Context: an optimization exercise on an open-source flow, tuned for a short achievable clock period. The choices shown serve that exercise and are no tape-out recipe.
Only simulation tests tie the RTL to the original design; equivalence was not proved.
Power and IR drop assume default switching activity.

==> flow/design.v (excerpt) <==
module fdc_bridge_core (
    input  wire         clk,
    input  wire         rst,
    input  wire [3:0]   op,
    input  wire [1:0]   op_idx,         
    input  wire [15:0]  op_wdata,       
    input  wire         op_drive,       
    input  wire         op_level,       
    input  wire [2:0]   op_bit,         
    input  wire [127:0] key_matrix,     
    input  wire [7:0]   ctl_data_in,    
    input  wire [7:0]   ctl_reg_in,     
    output wire [15:0]  bus_rdata,
    output wire         irq,
    output wire         dmar,
    output wire         ctl_data_wr,
    output wire         ctl_data_rd,
    output wire [7:0]   ctl_data_out,
    output wire         ctl_reg_wr,
    output wire         ctl_reg_rd,
    output wire [1:0]   ctl_reg_addr,
    output wire [7:0]   ctl_reg_out,
    output wire         ctl_soft_reset,
    output wire         ctl_set_floppy,
    output wire [1:0]   ctl_floppy,
    output wire         drv_side,
    output wire [1:0]   drv_motor,
    output wire [6:0]   key_pos,
    output wire         key_pressed,
    output wire [3:0]   rep_an,
    output wire         rep_dg1
);
    localparam [3:0] OP_RD      = 4'd1,
                     OP_WR      = 4'd2,
                     OP_DRQ     = 4'd3,
                     OP_FIRQ    = 4'd4,
                     OP_RDY     = 4'd5,
                     OP_WP      = 4'd6,
  ...
For scale: about 3,100 cells after synthesis, ~320 flip-flops, roughly 230 I/O pins, roughly 0.023 mm2 of cells after synthesis.
clock: 12.5 ns
lec_check: 0
cap_margin: 20
core_margin: 2
core_utilization: 40
place_density: 0.6
slew_margin: 20
run.sh (not shown) runs the stock make flow with config.mk's settings and CLKGATE_MAP_FILE= SYNTH_SCRIPT=/design/flow/synth_recipe.tcl, a recipe that flattens the netlist after the stock synthesis.
The starting point went through all stages and came out clean.
==> next run, changes <==
==> flow/flow/run.sh (new file) <==
#!/bin/bash
set -euo pipefail
bash standard.sh finish SETUP_SLACK_MARGIN=7 > standard_flow.log 2>&1
==> flow/standard.sh (new file) <==
#!/bin/bash
# synth_recipe.tcl (not shown) runs the flow's synth.tcl, then flattens the netlist and writes it again
# the make line also repeats each setting of config.mk as NAME=value (left out here)
make -C /OpenROAD-flow-scripts/flow DESIGN_CONFIG=/design/flow/config.mk WORK_HOME=/design/flow/orfs CLKGATE_MAP_FILE= SYNTH_SCRIPT=/design/flow/synth_recipe.tcl "${@:-finish}"
removed: flow/run.sh
What happened: Area after synthesis does not change; sequential power stays flat; design area goes up by 18%.

* * *

== run A ==
fdc_bridge_core, a different RTL version from the one above (not shown whole).
Size: about 3300 cells after synthesis, ~320 flip-flops.
Settings: LEC_CHECK=0, CAP_MARGIN=20, CORE_MARGIN=2, CORE_UTILIZATION=40, PLACE_DENSITY=0.6, SLEW_MARGIN=20, SYNTH_HIERARCHICAL=1; clock period 12.5 ns.
standard.sh (not shown) runs the stock make flow with config.mk's settings and CLKGATE_MAP_FILE= SYNTH_SCRIPT=/design/flow/synth_recipe.tcl, a recipe that flattens the netlist after the stock synthesis.
==> flow/flow/run.sh <==
#!/bin/bash
set -euo pipefail
bash standard.sh finish SETUP_SLACK_MARGIN=7 \
  "BUFFER_PORTS_ARGS=-buffer_cell sky130_fd_sc_hd__buf_8" > standard_flow.log 2>&1
Run A | stages: all done | timing, DRC, antenna: all pass
#### Input delta (run B over run A)
==> flow/flow/run.sh <==
#!/bin/bash
set -euo pipefail
bash standard.sh finish SETUP_SLACK_MARGIN=7 \
  "BUFFER_PORTS_ARGS=-buffer_cell sky130_fd_sc_hd__buf_4" > standard_flow.log 2>&1
[summary]
Going from run A to run B, power share of the combinational group shrinks by 2.0 points. Lower flip-flop and latch share of the layout cell area goes to run A over run B. There was hardly any difference in multi-input combinational cell count between run A and run B. Number of nets with antenna violations after routing: run B vs run A identical. For run B and run A, there was not a single run that failed to finish clean.

* * *

fdc_bridge_core, a different RTL version from the one above (not shown whole).
Size: about 5600 cells after synthesis, roughly 230 I/O pins, ~34000 um2 of cells after synthesis.
Settings: LEC_CHECK=0, CAP_MARGIN=20, CORE_MARGIN=2, CORE_UTILIZATION=52, PLACE_DENSITY=0.6, SLEW_MARGIN=20, SYNTH_HIERARCHICAL=1; clock period 12.5 ns.
==> flow/flow/run.sh <==
#!/bin/bash
set -euo pipefail
GROUP="rst op[0] op[1] op[2] op[3] op_idx[0] op_idx[1] op_level"
GROUP="$GROUP op_wdata[0] op_wdata[3] op_wdata[10] op_wdata[11] op_wdata[12] op_wdata[13] op_wdata[14]"
GROUP="$GROUP ctl_data_wr ctl_data_rd ctl_reg_wr ctl_reg_rd ctl_soft_reset ctl_set_floppy"
GROUP="$GROUP ctl_floppy[0] ctl_floppy[1] rep_an[0] rep_an[1] rep_an[2] rep_an[3] rep_dg1"
bash standard.sh finish SETUP_SLACK_MARGIN=7.5 \
  "BUFFER_PORTS_ARGS=-buffer_cell sky130_fd_sc_hd__buf_4" \
  "PLACE_PINS_ARGS=-group_pins {$GROUP}" > standard_flow.log 2>&1
The starting point passed the timing, design-rule and antenna checks.
Next try:
==> flow/flow/run.sh (replaced) <==
#!/bin/bash
set -euo pipefail
bash standard.sh finish SETUP_SLACK_MARGIN=7.5 \
  "BUFFER_PORTS_ARGS=-buffer_cell sky130_fd_sc_hd__buf_4" > standard_flow.log 2>&1
--- a/flow/config.mk
+++ b/flow/config.mk
@@ -8,5 +8,5 @@
 export CAP_MARGIN = 20
 export CORE_MARGIN = 2
-export CORE_UTILIZATION = 52
+export CORE_UTILIZATION = 40
 export PLACE_DENSITY = 0.6
 export SLEW_MARGIN = 20
Result:
- The new run completed with no timing, DRC or antenna violations
- die area rose by a quarter to a third
- clock-buffer cell count rose by 9
- via count fell by a few percent
- global-route usage fell by 8.3 points
- clock power barely changes
- core utilization fell by 14 points

[afterwards: timing with drivers on the ports]
In the flow no input, the clock included, has a driving cell. The finished layouts below were timed again as built, in two steps. Step 1 (the two cells are an assumption about what drives the block):
set clk [get_ports {clk}]
set_driving_cell -lib_cell sky130_fd_sc_hd__clkbuf_16 $clk
set_driving_cell -lib_cell sky130_fd_sc_hd__buf_2 [delete_from_list [all_inputs] $clk]
Step 2 moves the port delays by t, midway between the first and last clock arrival at a register: inputs arrive t later, outputs are due t later. That takes back most of the time a late clock gives input paths. Slacks: ideal / step 1 / step 2; pairs: ideal / step 1.
run | shift t [ns] | setup slack, ns | worst setup path at the end | worst data-port slew with drivers (ns) | pins driven straight from the clock port
the first run of note 1 | 0.649 | 4.859 / 4.828 / 4.482 | input to register | 0.11 | 1
the second run of note 1 | 0.656 | 6.324 / 6.243 / 6.243 | input to output | 0.11 | 1
run A | 0.643 | 6.763 / 6.588 / 6.293 | input to register | 0.31 | 1
run B | 0.661 | 6.769 / 6.616 / 6.275 | input to register | 0.30 | 1
the first run of note 3 | 0.653 | 6.644 / 6.490 / 6.490 | input to output | 0.34 | 1
the second run of note 3 | 0.683 | 6.707 / 6.620 / 6.620 | input to output | 0.29 | 1
After both steps setup and hold are still met in every run listed. For run B, which loses most, drivers alone change the setup slack by -0.153 ns; drivers and shift together by -0.494 ns.
